This is an optimization exercise on Yosys and OpenROAD, whose aim is small area, a short achievable clock period and few clock cycles, not a production implementation. In this exercise RTL edits were held to simulation tests only and were not proved equivalent to the original. Power figures rest on the tool's default switching activity, not on a simulated workload.

== willow ==
==> flow/design.v (excerpt) <==
module lxe (
    input  wire        clk,
    input  wire        rst,         
    input  wire        bus_valid,
    input  wire        bus_write,
    input  wire [5:0]  bus_addr,
    input  wire [31:0] bus_wdata,
    output wire        bus_ready,
    output reg         bus_rvalid,
    output reg  [31:0] bus_rdata
);
Size: roughly 3500 cells after synthesis, about 460 flip-flops, roughly 31000 µm² of cells after synthesis.
==> flow/config.mk <==
export PLATFORM = sky130hd
export DESIGN_NAME = lxe
export DESIGN_NICKNAME = lxe
export VERILOG_FILES = /design/flow/design.v
export SDC_FILE = /design/flow/constraint.sdc
export NUM_CORES = 4
export LEC_CHECK = 0
export CAP_MARGIN = 20
export CORE_MARGIN = 2
export CORE_UTILIZATION = 40
export CTS_BUF_LIST = sky130_fd_sc_hd__clkbuf_16
export CTS_CLUSTER_DIAMETER = 80
export CTS_CLUSTER_SIZE = 25
export PLACE_DENSITY = 0.6
export SLEW_MARGIN = 20
export TNS_END_PERCENT = 0
==> flow/constraint.sdc <==
create_clock -name core_clock -period 12.0 [get_ports {clk}]
set_input_delay 2.4000 -clock core_clock [delete_from_list [all_inputs] [get_ports {clk}]]
set_output_delay 2.4000 -clock core_clock [all_outputs]
set_load 0.01 [all_outputs]
standard.sh (not shown) runs the stock make flow with config.mk's settings and CLKGATE_MAP_FILE= SYNTH_SCRIPT=/design/flow/synth_recipe.tcl, a recipe that flattens the netlist after the stock synthesis.
==> flow/flow/run.sh <==
#!/bin/bash
# Standard synthesis and layout, with two changes: the port buffers are
# buf_2 cells, and repair_timing aims at a setup margin of 7.5 ns, so that it
# also works on paths that already meet the 12 ns clock.
set -euo pipefail
bash standard.sh synth > synth.log 2>&1
bash standard.sh SETUP_SLACK_MARGIN=7.5 "BUFFER_PORTS_ARGS=-buffer_cell sky130_fd_sc_hd__buf_2" finish > layout.log 2>&1
Testbench counts of willow, summed over its fixed seeds: cycles 50,476.
Setup changes, willow to quartz
Settings: removing CTS_BUF_LIST (formerly sky130_fd_sc_hd__clkbuf_16); changing SLEW_MARGIN from 20 to 10; changing CAP_MARGIN from 20 to 10; removing CTS_CLUSTER_SIZE (formerly 25); removing TNS_END_PERCENT (formerly 0); removing CTS_CLUSTER_DIAMETER (formerly 80).
==> flow/flow/run.sh <==
#!/bin/bash
# Standard synthesis and layout, with two changes: the port buffers are
# buf_4 cells, and repair_timing aims at a setup margin of 7.5 ns, so that it
# also works on paths that already meet the 12 ns clock.
set -euo pipefail
bash standard.sh synth > synth.log 2>&1
bash standard.sh SETUP_SLACK_MARGIN=7.5 "BUFFER_PORTS_ARGS=-buffer_cell sky130_fd_sc_hd__buf_4" finish > layout.log 2>&1
--- outcome ---
quartz: PASS, flow complete, no timing, DRC or antenna violations. Per the comparison of quartz with willow, number of antenna violations at the first check in global routing saw a decrease; routed wire length moved up; part of the total power dissipated in the clock network grew by 8.9 points; non-clock buffer count shows an increase of 39; combinational power was more or less identical. Final hold slack essentially unchanged between willow and quartz. willow ended up with sky130_fd_sc_hd__dfxtp_1 as its slowest library cell on the worst path; quartz ended up with sky130_fd_sc_hd__or3_4. Post-synthesis to final-layout area growth in quartz vs willow: up 5.6 points.
## Diff of input files: amber against quartz
Settings: setting CTS_BUF_LIST to sky130_fd_sc_hd__clkbuf_16 for the first time; setting CTS_CLUSTER_SIZE to 25 for the first time; setting CTS_CLUSTER_DIAMETER to 80 for the first time; changing SLEW_MARGIN from 10 to 20; changing CAP_MARGIN from 10 to 20; setting TNS_END_PERCENT to 20 for the first time.
==> flow/flow/run.sh <==
#!/bin/bash
# Standard synthesis and layout, with two changes: the port buffers are
# buf_2 cells, and repair_timing aims at a setup margin of 7.5 ns, so that it
# also works on paths that already meet the 12 ns clock.
set -euo pipefail
bash standard.sh synth > synth.log 2>&1
bash standard.sh SETUP_SLACK_MARGIN=7.5 "BUFFER_PORTS_ARGS=-buffer_cell sky130_fd_sc_hd__buf_2" finish > layout.log 2>&1
### Flow results
- Going from quartz to amber, register-to-register slack shrinks by 0.02 ns.
- Across both runs, setup slack was lower for amber than for quartz.
- In the metrics for quartz and amber, the one carrying the higher count of H-tree levels built during CTS is quartz.
- Between amber and quartz, it is amber whose data arrival time of the worst path is higher, by 0.03 ns.
- Post-CTS repair timing setup buffer count (higher): quartz
- Total met3 wirelength after detailed routing ended up 10% lower on amber than on quartz.
- amber gives less internal power than quartz did.
- From quartz to amber, die area did not move at all.
What onyx does differently from amber at the input level:
Settings: a deleted CTS_BUF_LIST that had been sky130_fd_sc_hd__clkbuf_16; a deleted CTS_CLUSTER_DIAMETER that had been 80; a deleted CTS_CLUSTER_SIZE that had been 25; a deleted TNS_END_PERCENT that had been 20.
==> flow/flow/run.sh <==
#!/bin/bash
# Standard synthesis and layout, with two changes: the port buffers are
# buf_2 cells, and repair_timing aims at a setup margin of 7.75 ns, so that it
# also works on paths that already meet the 12 ns clock.
set -euo pipefail
bash standard.sh synth > synth.log 2>&1
bash standard.sh SETUP_SLACK_MARGIN=7.75 "BUFFER_PORTS_ARGS=-buffer_cell sky130_fd_sc_hd__buf_2" finish > layout.log 2>&1
--- outcome ---
Placed wire-length estimate after detailed placement delta (amber -> onyx): insignificant
onyx | stages: all done | timing, DRC, antenna: all pass
In the flow results for onyx and amber, the worst setup slack is smaller on onyx.
met2 track demand over resource came out higher on onyx than on amber.
On fraction of standard cell area that is sequential: onyx sits below amber.
Design area (onyx over amber): increase, about 5%
What zinc does differently from onyx at the input level:
Settings: CTS_CLUSTER_DIAMETER: unset -> 80; TNS_END_PERCENT: unset -> 5; CTS_CLUSTER_SIZE: unset -> 25; CTS_BUF_LIST: unset -> sky130_fd_sc_hd__clkbuf_16.
==> flow/flow/run.sh <==
#!/bin/bash
# Standard synthesis and layout, with two changes: the port buffers are
# buf_2 cells, and repair_timing aims at a setup margin of 7.5 ns, so that it
# also works on paths that already meet the 12 ns clock.
set -euo pipefail
bash standard.sh synth > synth.log 2>&1
bash standard.sh SETUP_SLACK_MARGIN=7.5 "BUFFER_PORTS_ARGS=-buffer_cell sky130_fd_sc_hd__buf_2" finish > layout.log 2>&1
- Per the comparison of zinc with onyx, core utilization now sits lower, share of power burned in the clock network shows a reduction of 9.8 points.
- Clock buffer count in the final layout for zinc: 38 down relative to onyx
- Summary of zinc over onyx: design area dropped 5.8%, largest clock skew in the final design dropped 0.011 ns, average routed wire per standard cell barely changed.
- Diff zinc..onyx | final-report setup violation count | unchanged
- Of onyx and zinc, the run reporting the higher worst-case setup slack after placement was onyx.

---

Another version of the RTL of lxe (not shown whole).
Size in the first run: about 460 flip-flops, roughly 32000 um2 of cells after synthesis.
## lxe
module lxe (
    input  wire        clk,
    input  wire        rst,         
    input  wire        bus_valid,
    input  wire        bus_write,
    input  wire [5:0]  bus_addr,
    input  wire [31:0] bus_wdata,
    output wire        bus_ready,
    output reg         bus_rvalid,
    output reg  [31:0] bus_rdata
);
clock: 12.0 ns
lec_check: 0
cap_margin: 20
core_margin: 2
core_utilization: 40
cts_buf_list: sky130_fd_sc_hd__clkbuf_8
cts_cluster_diameter: 60
cts_cluster_size: 20
place_density: 0.6
slew_margin: 20
==> flow/flow/run.sh <==
#!/bin/bash
# Standard synthesis and layout, with two changes: the port buffers are
# buf_4 cells, and repair_timing aims at a setup margin of 7.5 ns, so that it
# also works on paths that already meet the 12 ns clock.
set -euo pipefail
bash standard.sh synth > synth.log 2>&1
bash standard.sh SETUP_SLACK_MARGIN=7.5 "BUFFER_PORTS_ARGS=-buffer_cell sky130_fd_sc_hd__buf_4" finish > layout.log 2>&1
The baseline completed with no timing, DRC or antenna violations.
Testbench counts at the start, summed over its fixed seeds: cycles 51,068.
Next try:
--- a/flow/config.mk
+++ b/flow/config.mk
@@ -10,6 +10,4 @@
 export CORE_UTILIZATION = 40
-export CTS_BUF_LIST = sky130_fd_sc_hd__clkbuf_8
-export CTS_CLUSTER_DIAMETER = 60
-export CTS_CLUSTER_SIZE = 20
 export PLACE_DENSITY = 0.6
 export SLEW_MARGIN = 20
+export TNS_END_PERCENT = 5
=> The changed run finished clean. Wire length fell by 0.30%. Flip-flop and latch count is unchanged. Maximum frequency went up by 0.93%. Worst hold slack degrades by 0.0083 ns.
Next try:
==> flow/flow/run.sh (replaced) <==
#!/bin/bash
# Standard synthesis and layout, with two changes: the port buffers are
# buf_4 cells, and repair_timing aims at a setup margin of 8 ns, so that it
# also works on paths that already meet the 12 ns clock.
set -euo pipefail
bash standard.sh synth > synth.log 2>&1
bash standard.sh SETUP_SLACK_MARGIN=8 "BUFFER_PORTS_ARGS=-buffer_cell sky130_fd_sc_hd__buf_4" finish > layout.log 2>&1
Outcome: Setup slack gets better by 0.037 ns; clock-buffer cell count is unchanged; via count rose by about 1.2%.
Next try:
==> flow/flow/run.sh (replaced) <==
#!/bin/bash
# Standard synthesis and layout, with two changes: the port buffers are
# buf_4 cells, and repair_timing aims at a setup margin of 7.5 ns, so that it
# also works on paths that already meet the 12 ns clock.
set -euo pipefail
bash standard.sh synth > synth.log 2>&1
bash standard.sh SETUP_SLACK_MARGIN=7.5 "BUFFER_PORTS_ARGS=-buffer_cell sky130_fd_sc_hd__buf_4" finish > layout.log 2>&1
--- a/flow/config.mk
+++ b/flow/config.mk
@@ -12,2 +12 @@
 export SLEW_MARGIN = 20
-export TNS_END_PERCENT = 5
Global-route usage falls by 0.29 points; setup slack gets worse by 0.020 ns; routed wire length went down slightly.
Next try:
--- a/flow/config.mk
+++ b/flow/config.mk
@@ -10,2 +10,5 @@
 export CORE_UTILIZATION = 40
+export CTS_BUF_LIST = sky130_fd_sc_hd__clkbuf_16
+export CTS_CLUSTER_DIAMETER = 80
+export CTS_CLUSTER_SIZE = 25
 export PLACE_DENSITY = 0.6
Effect:
- combinational power is about the same
- cell area is lower by about 0.6%
- sequential cell count is unchanged
- routed wire length barely changes
- hold slack gets better by 0.0040 ns
- area after synthesis does not change
- utilization is lower by 0.27 points
- sequential power hardly moves
- sequential share of layout area is higher by 0.18 points
- clock power is lower by 13%
- global-route usage barely changes

[afterwards: timing with drivers on the ports]
No port has a modelled driver above. Below, the same layouts with a new extraction and two added sets of constraints. Step 1 assumes that a clkbuf_16 drives the clock port and a buf_2 every other input. Step 2 moves the port delays by t, midway between the first and last clock arrival at a register: inputs arrive t later, outputs are due t later. That takes back most of the time a late clock gives input paths. a / b / c = ideal / step 1 / step 2; a / b = the first two.
run	t (ns)	slack for setup (ns)	worst setup path at the end
willow	0.697	7.284 / 7.284 / 7.284	register to register
quartz	0.689	7.391 / 7.391 / 7.391	register to register
amber	0.701	7.374 / 7.374 / 7.374	register to register
onyx	0.686	7.341 / 7.341 / 7.341	register to register
zinc	0.700	7.329 / 7.329 / 7.329	register to register
the first run of note 2	0.785	7.346 / 7.346 / 7.346	register to register
the second run of note 2	0.684	7.388 / 7.388 / 7.388	register to register
the third run of note 2	0.684	7.425 / 7.425 / 7.425	register to register
the fourth run of note 2	0.685	7.405 / 7.405 / 7.405	register to register
the fifth run of note 2	0.670	7.345 / 7.345 / 7.345	register to register
After both steps every run listed still meets setup and hold.
